Context: an optimization exercise on an open-source flow, tuned for small area, a short achievable clock period and few clock cycles per item. The choices shown serve that exercise and are no tape-out recipe. In this exercise RTL edits were held to simulation tests only and were not proved equivalent to the original. Power and IR drop assume default switching activity.

**flow/config.mk**
```make
export PLATFORM = sky130hd
export DESIGN_NAME = anim_stream_decoder
export DESIGN_NICKNAME = anim_stream_decoder
export VERILOG_FILES = /design/flow/design.v
export SDC_FILE = /design/flow/constraint.sdc
export NUM_CORES = 4
export LEC_CHECK = 0
export ABC_AREA = 1
export CAP_MARGIN = 20
export CORE_MARGIN = 2
export CORE_UTILIZATION = 40
export SETUP_SLACK_MARGIN = 3.3
export SLEW_MARGIN = 20
```
**flow/constraint.sdc**
```tcl
create_clock -name core_clock -period 5.5 [get_ports {clk}]
set_input_delay 1.1000 -clock core_clock [delete_from_list [all_inputs] [get_ports {clk}]]
set_output_delay 1.1000 -clock core_clock [all_outputs]
set_load 0.01 [all_outputs]
```
**flow/design.v**
```verilog
module anim_stream_decoder #(
    parameter NPIX = 4096
) (
    input  wire       clk,
    input  wire       rst,
    input  wire       in_valid,
    output wire       in_ready,
    input  wire [7:0] in_data,
    input  wire       in_last,
    output wire       o_valid,
    input  wire       o_ready,
    output wire [1:0] o_kind,     
    output wire [7:0] o_data,
    output wire       o_keep      
);
    localparam PW = (NPIX > 255) ? $clog2(NPIX + 1) : 9;
    localparam K_HDR = 2'd0;
    localparam K_PAL = 2'd1;
    localparam K_PIX = 2'd2;
    localparam K_END = 2'd3;
    localparam E_OK        = 3'd0;
    localparam E_CONFIG    = 3'd1;
    localparam E_TRUNCATED = 3'd2;
    localparam E_FRAMING   = 3'd3;
    localparam E_TRAILING  = 3'd4;
    localparam S_HDR0 = 4'd0;    
    localparam S_HDR1 = 4'd1;    
    localparam S_HDR2 = 4'd2;    
    localparam S_PAL  = 4'd3;    
    localparam S_LIT  = 4'd4;    
    localparam S_DIFF = 4'd5;    
    localparam S_SAME = 4'd6;    
    localparam S_RHDR = 4'd7;    
    localparam S_FEND = 4'd8;    
    localparam S_CHKS = 4'd9;    
    localparam S_DISC = 4'd10;   
    localparam S_END  = 4'd11;   
    localparam S_CHKD = 4'd13;   
    localparam [PW-1:0] NPIXW = NPIX;
    reg [3:0]    state;
    reg [7:0]    q0, q1, q2;
    reg          v0, v1, v2;
    reg [2:0]    off;
    reg [3:0]    offb;
    reg          last_seen;     
    reg          rdy;
    reg [7:0]    frames;        
    reg          bad;           
    reg [2:0]    bpp;           
    reg [PW-1:0] left;          
    reg [7:0]    run_left;      
    reg          run_last;      
    reg          lst_last;      
    reg          big;           
    reg          ov;
    reg [1:0]    okind;
    reg [7:0]    odata;
    reg          okeep;
    assign o_valid  = ov;
    assign o_kind   = okind;
    assign o_data   = odata;
    assign o_keep   = okeep;
    assign in_ready = rdy;
    wire slot_free = !ov || o_ready;
    wire take      = in_valid && rdy;
    wire st_byte = (state[3:2] == 2'b00);             
    wire st_pixb = (state[3:1] == 3'b010);            
    wire [15:0] win   = {q1, q0} >> off;
    wire [7:0]  f8    = win[7:0];
    wire [7:0]  pmask = 8'hff >> (4'd8 - {1'b0, bpp});
    wire        f8z   = (f8 == 8'd0);
    wire av8 = v1 || (v0 && off == 3'd0);
    wire avb = v1 || (v0 && (!offb[3] || offb[2:0] == 3'd0));
    wire [6:0] rlen = f8[7:1];
    wire [7:0] rn   = {rlen == 7'd0, rlen};
    wire [PW-1:0] left_dec = left - 1'b1;
    wire [7:0]    run_dec  = run_left - 8'd1;
    wire          dec_last = (left == {{(PW-2){1'b0}}, 2'd2});
    wire          dec_big  = (left_dec[PW-1:8] != 0);
    wire          run_dlast = (run_left == 8'd2);
    wire          rn_last  = (rlen == 7'd1);
    localparam    NBIG     = (NPIX >= 256);
    localparam    NLAST    = (NPIX == 1);
    wire overrun  = run_left > left[7:0];
    wire cfg_bad  = bad || f8z || f8[7:3] != 5'd0;
    reg pop;
    always @(*) begin
        case (state)
            S_HDR0, S_HDR1, S_HDR2, S_PAL: pop = av8 && slot_free;
            S_LIT, S_DIFF: pop = avb && offb[3] && slot_free;
            S_SAME: pop = run_last && big && av8 && slot_free;
            S_RHDR: pop = av8;
            S_FEND: pop = (off != 3'd0);
            default: pop = 1'b0;
        endcase
    end
    wire clr = (state == S_DISC) || (state == S_END);
    wire ls_nxt = (state == S_END && slot_free) ? 1'b0 :
                  take ? in_last : last_seen;
    wire v2_nxt = !clr && (take && !pop ? v1 : !take && pop ? 1'b0 : v2);
    wire [3:0] s_after_err = last_seen ? S_END : S_DISC;
    always @(posedge clk) begin
        if (rst) begin
            state     <= S_HDR0;
            v0        <= 1'b0;
            v1        <= 1'b0;
            v2        <= 1'b0;
            off       <= 3'd0;
            last_seen <= 1'b0;
            rdy       <= 1'b1;
            ov        <= 1'b0;
        end else begin
            if (ov && o_ready)
                ov <= 1'b0;
            q0 <= (!v0 || (!v1 && pop)) ? in_data : pop ? q1 : q0;
            q1 <= (!v1 || (!v2 && pop)) ? in_data : pop ? q2 : q1;
            q2 <= (!v2 || pop) ? in_data : q2;
            if (clr) begin
                v0 <= 1'b0;
                v1 <= 1'b0;
            end else if (take && !pop) begin
                v0 <= 1'b1;
                v1 <= v0;
            end else if (!take && pop) begin
                v0 <= v1;
                v1 <= v2;
            end
            v2        <= v2_nxt;
            last_seen <= ls_nxt;
            rdy       <= !ls_nxt && !v2_nxt;
            case (state)
                S_HDR0, S_HDR1, S_HDR2: begin
                    if (av8 && slot_free) begin
                        ov    <= 1'b1;
                        okind <= K_HDR;
                        odata <= f8;
                        okeep <= 1'b0;
                        case (state)
                            S_HDR0: begin
                                frames <= f8;
                                bad    <= f8z;
                                state  <= S_HDR1;
                            end
                            S_HDR1: begin
                                bad    <= bad || f8z;
                                state  <= S_HDR2;
                            end
                            default: begin
                                left     <= {{(PW-2){1'b0}}, 2'd3} << f8[2:0];
                                lst_last <= 1'b0;
                                offb <= {1'b0, f8[2:0]};
                                if (cfg_bad) begin
                                    bpp   <= E_CONFIG;
                                    state <= s_after_err;
                                end else begin
                                    bpp   <= f8[2:0];
                                    state <= S_PAL;
                                end
                            end
                        endcase
                    end else if (!av8 && last_seen) begin
                        bpp   <= E_TRUNCATED;
                        state <= S_END;
                    end
                end
                S_PAL: begin
                    if (av8 && slot_free) begin
                        ov    <= 1'b1;
                        okind <= K_PAL;
                        odata <= f8;
                        okeep <= 1'b0;
                        left     <= left_dec;
                        lst_last <= dec_last;
                        if (lst_last) begin
                            left     <= NPIXW;
                            lst_last <= NLAST;
                            big      <= NBIG;
                            state    <= S_LIT;
                        end
                    end else if (!av8 && last_seen) begin
                        bpp   <= E_TRUNCATED;
                        state <= S_END;
                    end
                end
                S_LIT, S_DIFF: begin
                    if (avb && slot_free) begin
                        ov       <= 1'b1;
                        okind    <= K_PIX;
                        odata    <= f8 & pmask;
                        okeep    <= 1'b0;
                        off      <= offb[2:0];
                        offb     <= {1'b0, offb[2:0]} + {1'b0, bpp};
                        left     <= left_dec;
                        lst_last <= dec_last;
                        big      <= dec_big;
                        run_left <= run_dec;
                        run_last <= run_dlast;
                        if (lst_last)
                            state <= S_FEND;
                        else if (state == S_DIFF && run_last)
                            state <= S_RHDR;
                    end else if (!avb && last_seen) begin
                        bpp   <= E_TRUNCATED;
                        state <= S_END;
                    end
                end
                S_SAME: begin
                    if (slot_free) begin
                        ov       <= 1'b1;
                        okind    <= K_PIX;
                        odata    <= 8'd0;
                        okeep    <= 1'b1;
                        left     <= left_dec;
                        lst_last <= dec_last;
                        big      <= dec_big;
                        run_left <= run_dec;
                        run_last <= run_dlast;
                        if (run_last) begin
                            if (big && av8) begin
                                run_left <= rn;
                                run_last <= rn_last;
                                state    <= f8[0] ? S_DIFF : S_SAME;
                            end else if (lst_last) begin
                                state <= S_FEND;
                            end else begin
                                state <= S_RHDR;
                            end
                        end
                    end
                end
                S_RHDR: begin
                    if (av8) begin
                        run_left <= rn;
                        run_last <= rn_last;
                        if (big)
                            state <= f8[0] ? S_DIFF : S_SAME;
                        else
                            state <= f8[0] ? S_CHKD : S_CHKS;
                    end else if (last_seen) begin
                        bpp   <= E_TRUNCATED;
                        state <= S_END;
                    end
                end
                S_CHKS, S_CHKD: begin
                    if (overrun) begin
                        bpp   <= E_FRAMING;
                        state <= s_after_err;
                    end else begin
                        state <= state[2] ? S_DIFF : S_SAME;
                    end
                end
                S_FEND: begin
                    off    <= 3'd0;
                    offb   <= {1'b0, bpp};
                    frames <= frames - 8'd1;
                    left     <= NPIXW;
                    lst_last <= NLAST;
                    big      <= NBIG;
                    if (frames == 8'd1) begin
                        if (last_seen && !v1 && !(v0 && off == 3'd0)) begin
                            bpp   <= E_OK;
                            state <= S_END;
                        end else begin
                            bpp   <= E_TRAILING;
                            state <= s_after_err;
                        end
                    end else begin
                        state <= S_RHDR;
                    end
                end
                S_DISC: begin
                    off <= 3'd0;
                    if (last_seen)
                        state <= S_END;
                end
                S_END: begin
                    off <= 3'd0;
                    if (slot_free) begin
                        ov    <= 1'b1;
                        okind <= K_END;
                        odata <= {5'd0, bpp};
                        okeep <= 1'b0;
                        state <= S_HDR0;
                    end
                end
                default: state <= S_HDR0;
            endcase
        end
    end
endmodule
```
**flow/run.sh**
```bash
#!/bin/bash
# synth_recipe.tcl (not shown) runs the flow's synth.tcl, then flattens the netlist and writes it again
# the make line also repeats each setting of config.mk as NAME=value (left out here)
make -C /OpenROAD-flow-scripts/flow DESIGN_CONFIG=/design/flow/config.mk WORK_HOME=/design/flow/orfs CLKGATE_MAP_FILE= SYNTH_SCRIPT=/design/flow/synth_recipe.tcl finish
```
==> summary.txt, run 1 <==
RePlAce Congestion: 0.920
Final Cycle Share: 41.0%
Synthesized net count: 759
Count of state elements after synthesis: 88
Combinational family with the most area after synthesis: simple AND/OR/NAND/NOR gates
Data required, critical path: 5580 ps
RSZ-0062 raised after global routing: true
Count of input and output buffers: 25
Final setup violation count: 0
H-tree level count: 3
Peak supply drop: 0.334 mV
Element type at the critical path start: input port
Number of hold-slack violations in the final timing report: 0
Multiplexer fraction of the synthesized cell area: 0%
Routed len/inst: 16.6 um
Time the worst path needs with I/O delays and setup: 2260 ps
Via count: 5235
Type of the most critical hold path: register to register
Detailed-route wire length: 16300 um
Leading cell types by total area after synthesis: edfxtp_1, nand2_1, inv_1
Post-CTS Hold Buffers: 0
CTS clock-pin slew for the worst setup and hold paths: 70 ps
XOR/XNOR Fraction of Synth Area: 3.33%
Per-instance average area after synthesis: 8.03 sq um
Number of placement rows: 43
Clock tree from TritonCTS: built
Number of antenna violations at the first check in global routing: 0
Starting utilization of the core area: 41.3%
Slew HR: 68.4%
TritonCTS buffer count: 9
Primary FF master, synth: edfxtp_1
Die width: 124 um
Pwr/cell area: 504 mW/mm^2
Mapped cell area: 0.00578 sq mm
Sequential area share after synthesis: 43.5%
Number of buffers on the longest clock path: 2
Avg Vias per Cell: 5.32
Share of final-layout standard cells stronger than drive strength 1: 23.8%
EDFF count, synth: 75
Number of instances in the synthesized netlist: 720
Status: no timing/DRC/antenna violations
Clock insertion delay at the later pin of the skew report: 360 ps
Worst EP arrival: 2330 ps
I/O pin cnt: 26
Antenna Cells: 0
Max Fanout on Critical Path: 7
Total GRT Usage: 20.8%
DP Wirelength: 11800 um
Max-cap violations: 0
Highest clock rate: 443 MHz
CP endpoint kind: register
CORE AREA: 0.0140 sq mm
Leakage power: 3.14 nW
Area leader, netlist: edfxtp_1
Worst clock skew on the final layout: 7.58 ps
Synth cell types: 49
Type of the setup path with the least slack: input port to register
Clock root buffer: clkbuf_16
Area share of the leading cell type in the synthesized netlist: 39.0%
Global-route wire length before repair: 25600 um
Via count of the first global-routing pass: 4906
Worst hold slack: 540 ps
Number of nets in the layout: 838
Post-detailed-route count of antenna-violating nets: 0
Warnings, synthesis: 1
Asr flop ratio synth: 0%
Clock sink count: 88
GRT overflow: 0
Transition time at the pin with the least slew margin: 470 ps
Remaining routing DRC violations: 0
Number of DRC markers in iteration 0: 375
Die footprint: 0.0154 sq mm
Area Overhead vs Synth: 27.5%
Die Span Y: 124 um
Simple-gate share of the synthesized area: 26.5%
Total negative slack for setup checks: 0 ps
Detailed-router iteration count before antenna repair: 5
Pin count of the biggest net entering global routing: 16
Share of the synthesized area in compound gates (AO/OA/AOI/OAI): 12.1%
Adder-cell share of the synthesized area: 5.76%
Max-slew violation count: 0
-- final timing paths --
kind	start	endpoint	slack (ps)	cells past startpoint
setup reg to reg	left[7]	state[3]	3280	11
hold reg to reg	state[0]	state[0]	540	2
setup / recovery	o_ready	left[9]	3240	10
hold / removal	state[0]	state[0]	540	2
-- per-stage QoR --
step	std cells	util (%)	area (sq um)	power, mW	worst slack (ps)
floorplan	720	-	5880	2.22	3010
global placement	912	44.8	6270	2.62	2190
detailed placement	912	44.8	6270	2.65	2170
CTS	959	50.1	7010	3.54	3180
global route	984	52.7	7370	3.96	3180
finish	984	52.7	7370	3.71	3240
-- cell usage after synthesis, drive strengths merged (2+ instances only) --
cell    number
xor2        17
a21oi       21
o31ai        2
nor2        70
nand3       59
ha          25
xnor2        5
nor4         2
o21a         2
a211oi       2
o211ai       7
nand2      182
clkbuf       5
edfxtp      75
dfxtp       13
nand4        9
nor3        18
o22ai       10
o21ai       56
o41ai        2
o32ai        6
buf          8
inv        111
a31oi        2
-- logic make-up after synthesis --
| group | after synthesis |
|---|---|
| fa+ha+maj | 26 |
| buf+inv | 125 |
| compound gates | 117 |
| xor+xnor | 22 |
| simple gates | 342 |
| flops | 88 |
-- flip-flops by register name, indices dropped and copies added (netlist names) --
register and cells:
okind 2, rdy 1, ov 1, off 3
bad 1, bpp 3, q1 8, last_seen 1
okeep 1, v1 1, lst_last 1, run_left 8
v2 1, run_last 1, left 13, offb 4
v0 1, odata 8, frames 8, q0 8
state 4, big 1, q2 8
-- area by class of cell --
cell class              count  area [sq um]
repair buffers             81           733
clock buffers               9           225
multi-input cells         507          3130
fillers                  1308          6620
well taps                 180           225
inverters                 112           442
clock inverters             7          68.8
flip-flops and latches     88          2540
-- repair_timing --
action                                  CTS  global route
pin swaps                                13            11
resized for setup                        80            49
buffers inserted                         30            25
gates cloned                              1             0
endpoints found under the setup margin  144            96
-- critical path, stage by stage --
cell	delay, ps
buf_6	70
nor2_4	40
inv_4	110
nand2_4	70
nand2_4	60
o211ai_1	80
buf_4	160
a311oi_4	340
buf_4	190
buf_12	110
-- layer usage --
metal	GRT usage [%]	up-vias	share of wire, %
li1	-	2582	-
met1	28.6	2479	45
met2	33.3	147	48
met3	3.83	27	5.4
met4	6.87	0	2.0
met5	0	-	0
-- where the power goes --
part           total (mW)  switching, mW  internal (mW)  leakage [nW]
Clock               0.625          0.273          0.352         0.144
Sequential           1.14          0.139          0.998         0.815
Combinational        1.95           1.19          0.758          2.18
Total                3.71           1.61           2.11          3.14
-- placed cells by master (no fill, tap or decap), types with 8 or more instances in the layout --
| cell | count |
|---|---|
| a21oi_1 | 18 |
| o22ai_1 | 8 |
| nand2_2 | 15 |
| ha_1 | 22 |
| clkdlybuf4s50_1 | 10 |
| o21ai_0 | 36 |
| nand2_4 | 8 |
| buf_4 | 47 |
| clkbuf_16 | 10 |
| nor2_1 | 49 |
| edfxtp_1 | 75 |
| xor2_1 | 15 |
| nand3_1 | 54 |
| nand2_1 | 157 |
| dlygate4sd2_1 | 13 |
| inv_1 | 84 |
| o21ai_1 | 15 |
| nand4_1 | 8 |
| inv_2 | 21 |
| nor3_1 | 11 |
| nor2_2 | 12 |
| nor2_4 | 9 |
Testbench counts, summed over its fixed seeds: cycles 265,670, pixels 262,144.
==> inputs of run 2 (changes only) <==
--- a/flow/design.v
+++ b/flow/design.v
@@ -35,3 +35,2 @@
     localparam S_CHKS = 4'd9;    
-    localparam S_DISC = 4'd10;   
     localparam S_END  = 4'd11;   
@@ -96,7 +95,6 @@
     end
-    wire clr = (state == S_DISC) || (state == S_END);
-    wire ls_nxt = (state == S_END && slot_free) ? 1'b0 :
+    wire clr = (state == S_END);
+    wire ls_nxt = (state == S_END && slot_free && last_seen) ? 1'b0 :
                   take ? in_last : last_seen;
     wire v2_nxt = !clr && (take && !pop ? v1 : !take && pop ? 1'b0 : v2);
-    wire [3:0] s_after_err = last_seen ? S_END : S_DISC;
     always @(posedge clk) begin
@@ -153,3 +151,3 @@
                                     bpp   <= E_CONFIG;
-                                    state <= s_after_err;
+                                    state <= S_END;
                                 end else begin
@@ -246,3 +244,3 @@
                         bpp   <= E_FRAMING;
-                        state <= s_after_err;
+                        state <= S_END;
                     end else begin
@@ -264,3 +262,3 @@
                             bpp   <= E_TRAILING;
-                            state <= s_after_err;
+                            state <= S_END;
                         end
@@ -270,10 +268,5 @@
                 end
-                S_DISC: begin
-                    off <= 3'd0;
-                    if (last_seen)
-                        state <= S_END;
-                end
                 S_END: begin
                     off <= 3'd0;
-                    if (slot_free) begin
+                    if (slot_free && last_seen) begin
                         ov    <= 1'b1;
--- a/flow/config.mk
+++ b/flow/config.mk
@@ -10,3 +10,3 @@
 export CORE_MARGIN = 2
-export CORE_UTILIZATION = 40
+export CORE_UTILIZATION = 60
 export SETUP_SLACK_MARGIN = 3.3
==> run 2 against run 1 <==
  * Still clean
  * Global-route usage rose by 10 points
  * Flip-flop and latch count did not move
  * Sequential share of layout area rose by 1.3 points
  * Via count rose by 5.4%
  * Register-to-register slack improved by 90 ps
  * Non-clock buffer count fell by 5
  * Final area fell by 3.9%
  * Sequential power barely moved
  * Total power fell by 5.5%
  * Critical endpoint is now left[11]
  * Largest power group unchanged
==> summary.txt, run 2 <==
Status: no timing/DRC/antenna violations
Die width: 102 um
Antenna Cells: 0
Post-route total power: 3.51 mW
Sequential area share after synthesis: 43.8%
Pwr/cell area: 496 mW/mm^2
Time the worst path needs with I/O delays and setup: 2190 ps
Multiplexer fraction of the synthesized cell area: 0%
Final Cycle Share: 39.9%
Asr flop ratio synth: 0%
Internal power: 1.87 mW
Combinational family with the most area after synthesis: simple AND/OR/NAND/NOR gates
Combinational share of power: 55.0%
Worst EP arrival: 2280 ps
Placed Cells: 879
Count of state elements after synthesis: 88
Number of buffers on the longest clock path: 2
Clock root buffer: clkbuf_8
Die footprint: 0.0104 sq mm
Type of the most critical hold path: register to register
Clock insertion delay at the later pin of the skew report: 370 ps
Sequential share of power: 32.2%
Type of the setup path with the least slack: input port to register
Most frequently used cell type in the post-synthesis netlist: nand2_1
Max-slew violation count: 0
Number of antenna violations at the first check in global routing: 0
Area leader, netlist: edfxtp_1
Area share of the leading cell type in the synthesized netlist: 39.2%
Leading cell type in the layout, fill and taps excluded: nand2_1
RePlAce Congestion: 1.05
Warnings, synthesis: 1
GR met1 Demand/Resource: 41.7%
XOR/XNOR Fraction of Synth Area: 3.51%
Peak supply drop: 0.231 mV
Detailed-route wire length: 16000 um
GRT met2 Usage: 50.4%
Worst hold slack: 539 ps
Clock tree from TritonCTS: built
Max-cap violations: 0
Synthesized net count: 775
Via count: 5518
I/O pin cnt: 26
Routed len/inst: 16.9 um
Slew HR: 60.4%
Most used routing layer: met2
GRT overflow: 0
Per-instance average area after synthesis: 7.78 sq um
Number of standard cells in the layout, taps in and fillers out: 947
Starting utilization of the core area: 61.8%
Transition time at the pin with the least slew margin: 587 ps
Register with the highest flop count: left
Number of DRC markers in iteration 0: 588
Count of input and output buffers: 25
H-tree level count: 3
Area Overhead vs Synth: 23.3%
Via count of the first global-routing pass: 4972
Simple-gate share of the synthesized area: 28.4%
Clock network power share: 12.8%
Detailed-router iteration count before antenna repair: 5
Remaining routing DRC violations: 0
Avg Vias per Cell: 5.83
TritonCTS buffer count: 9
Element type at the critical path start: input port
Flip-flop count of the largest register, all copies and words added: 13
Total negative slack for setup checks: 0 ps
Share of the synthesized area in compound gates (AO/OA/AOI/OAI): 11.0%
EDFF count, synth: 75
Adder-cell share of the synthesized area: 5.36%
Pin count of the biggest net entering global routing: 20
CORE AREA: 0.00928 sq mm
Post-route core utilization: 76.3%
Synth top cells by count: nand2_1, inv_1, edfxtp_1
Clock sink count: 88
Post-detailed-route count of antenna-violating nets: 0
Number of nets in the layout: 850
Post-CTS Hold Buffers: 0
Global-route wire length before repair: 24300 um
Number of instances in the synthesized netlist: 738
Highest clock rate: 456 MHz
Share of final-layout standard cells stronger than drive strength 1: 19.3%
Most frequent cells in the layout: nand2_1, inv_1, edfxtp_1
Data required, critical path: 5590 ps
RSZ-0062 raised after global routing: true
CTS clock-pin slew for the worst setup and hold paths: 100 ps
Synth cell types: 43
Primary FF master, synth: edfxtp_1
Worst clock skew on the final layout: 11.0 ps
Leading cell types by total area after synthesis: edfxtp_1, nand2_1, nand3_1
Die Span Y: 102 um
Global Route met3 Usage: 5.75%
Switching portion of total power: 46.9%
Max Fanout on Critical Path: 7
Total GRT Usage: 30.8%
Leakage power: 3.08 nW
Final setup violation count: 0
DP Wirelength: 11600 um
Mapped cell area: 0.00574 sq mm
Number of placement rows: 35
Number of hold-slack violations in the final timing report: 0
CP endpoint kind: register
Sw power: 1.65 mW
==> run 2: final timing paths <==
| path | from | to | slack (ps) | cells after the start |
|---|---|---|---|---|
| worst max register to register | off[0] | bpp[0] | 3370 | 12 |
| worst min-delay path | state[2] | state[2] | 540 | 2 |
| worst min register to register | state[2] | state[2] | 540 | 2 |
| worst max-delay path | o_ready | left[11] | 3310 | 11 |
==> run 2: cell type report <==
| cell class | count | area, sq um |
|---|---|---|
| clock buffers | 9 | 124 |
| clock inverters | 7 | 71.3 |
| fillers | 700 | 2200 |
| inverters | 101 | 422 |
| multi-input cells | 536 | 3080 |
| flip-flops and latches | 88 | 2540 |
| well taps | 129 | 161 |
| repair buffers | 76 | 678 |
| repair inverters | 1 | 7.51 |
==> run 2: per-layer routing <==
layer | wire length, um | part of all wire, %
met1 | 6710 | 42
met2 | 7430 | 47
met3 | 1210 | 7.6
met4 | 614 | 3.8
met5 | 0 | 0
==> run 2: metrics by stage <==
| stage | cell area [sq um] | worst slack, ps |
|---|---|---|
| global placement | 6190 | 2310 |
| CTS | 6640 | 3250 |
| finish | 7080 | 3310 |
| detailed placement | 6190 | 2270 |
| floorplan | 5850 | 3180 |
| global route | 7080 | 3260 |
==> run 2: cells by family (layout without fill, tap and decap cells) <==
family                     after synthesis  count (layout)
xor gates and xnor gates                23              23
DFF                                     88              88
and+or+nand+nor                        377             378
buffers and inverters                  115             194
AOI/OAI and AO/OA                      111             111
adders and majority gates               24              24
==> run 2: timing repair <==
| item | in CTS | in global routing |
|---|---|---|
| cloned | 0 | 3 |
| pin swaps | 8 | 15 |
| gates resized for setup | 53 | 59 |
| buffers inserted | 21 | 28 |
| endpoints found under the setup margin | 145 | 96 |
==> run 2: power by group through the flow <==
stage                     registers [mW]  logic [mW]  clock network [mW]
final                               1.13        1.93               0.451
after floorplan                     1.08        1.11                   0
after global routing                1.14        2.10               0.480
after global placement              1.13        1.48                   0
after detailed placement            1.14        1.51                   0
after CTS                           1.12        1.63               0.449
==> run 2: worst max-delay path, cell delays in order <==
cell	delay (ps)
buf_8	90
inv_12	30
nand2_8	80
buf_6	110
buf_6	90
nand2_4	50
nand2_4	70
o211ai_1	80
buf_4	170
a31oi_4	210
clkbuf_16	190
Testbench counts of run 2, summed over its fixed seeds: cycles 265,670, pixels 262,144.

-- what the ideal ports hide --
The results above use ideal ports. As a check the final layouts listed here were re-extracted and re-timed, cells and wires unchanged. Step 1: set_driving_cell puts a clkbuf_16 on clk and a buf_2 on each other input, an assumption about the parent block. Step 2 adds t to the input delays and takes it off the output delays; t is the mean of the earliest and latest rising clock arrival at the registers after step 1. Input paths then give back, and output paths get back, about the clock's delay inside the block. Slacks: ideal / step 1 / step 2; pairs: ideal / step 1.
run	t, ns	setup slack, ns	hold WS [ns]	slew at the worst register clock pin (ns)	worst data-port slew with drivers (ns)
run 1	0.393	3.244 / 3.245 / 2.852	0.540 / 0.540 / 0.540	0.07 / 0.07	0.04
run 2	0.400	3.308 / 3.294 / 2.894	0.539 / 0.539 / 0.539	0.10 / 0.10	0.05
After both steps every run listed still meets setup and hold. For run 2, which loses most, drivers alone change the setup slack by -0.014 ns; drivers and shift together by -0.414 ns.
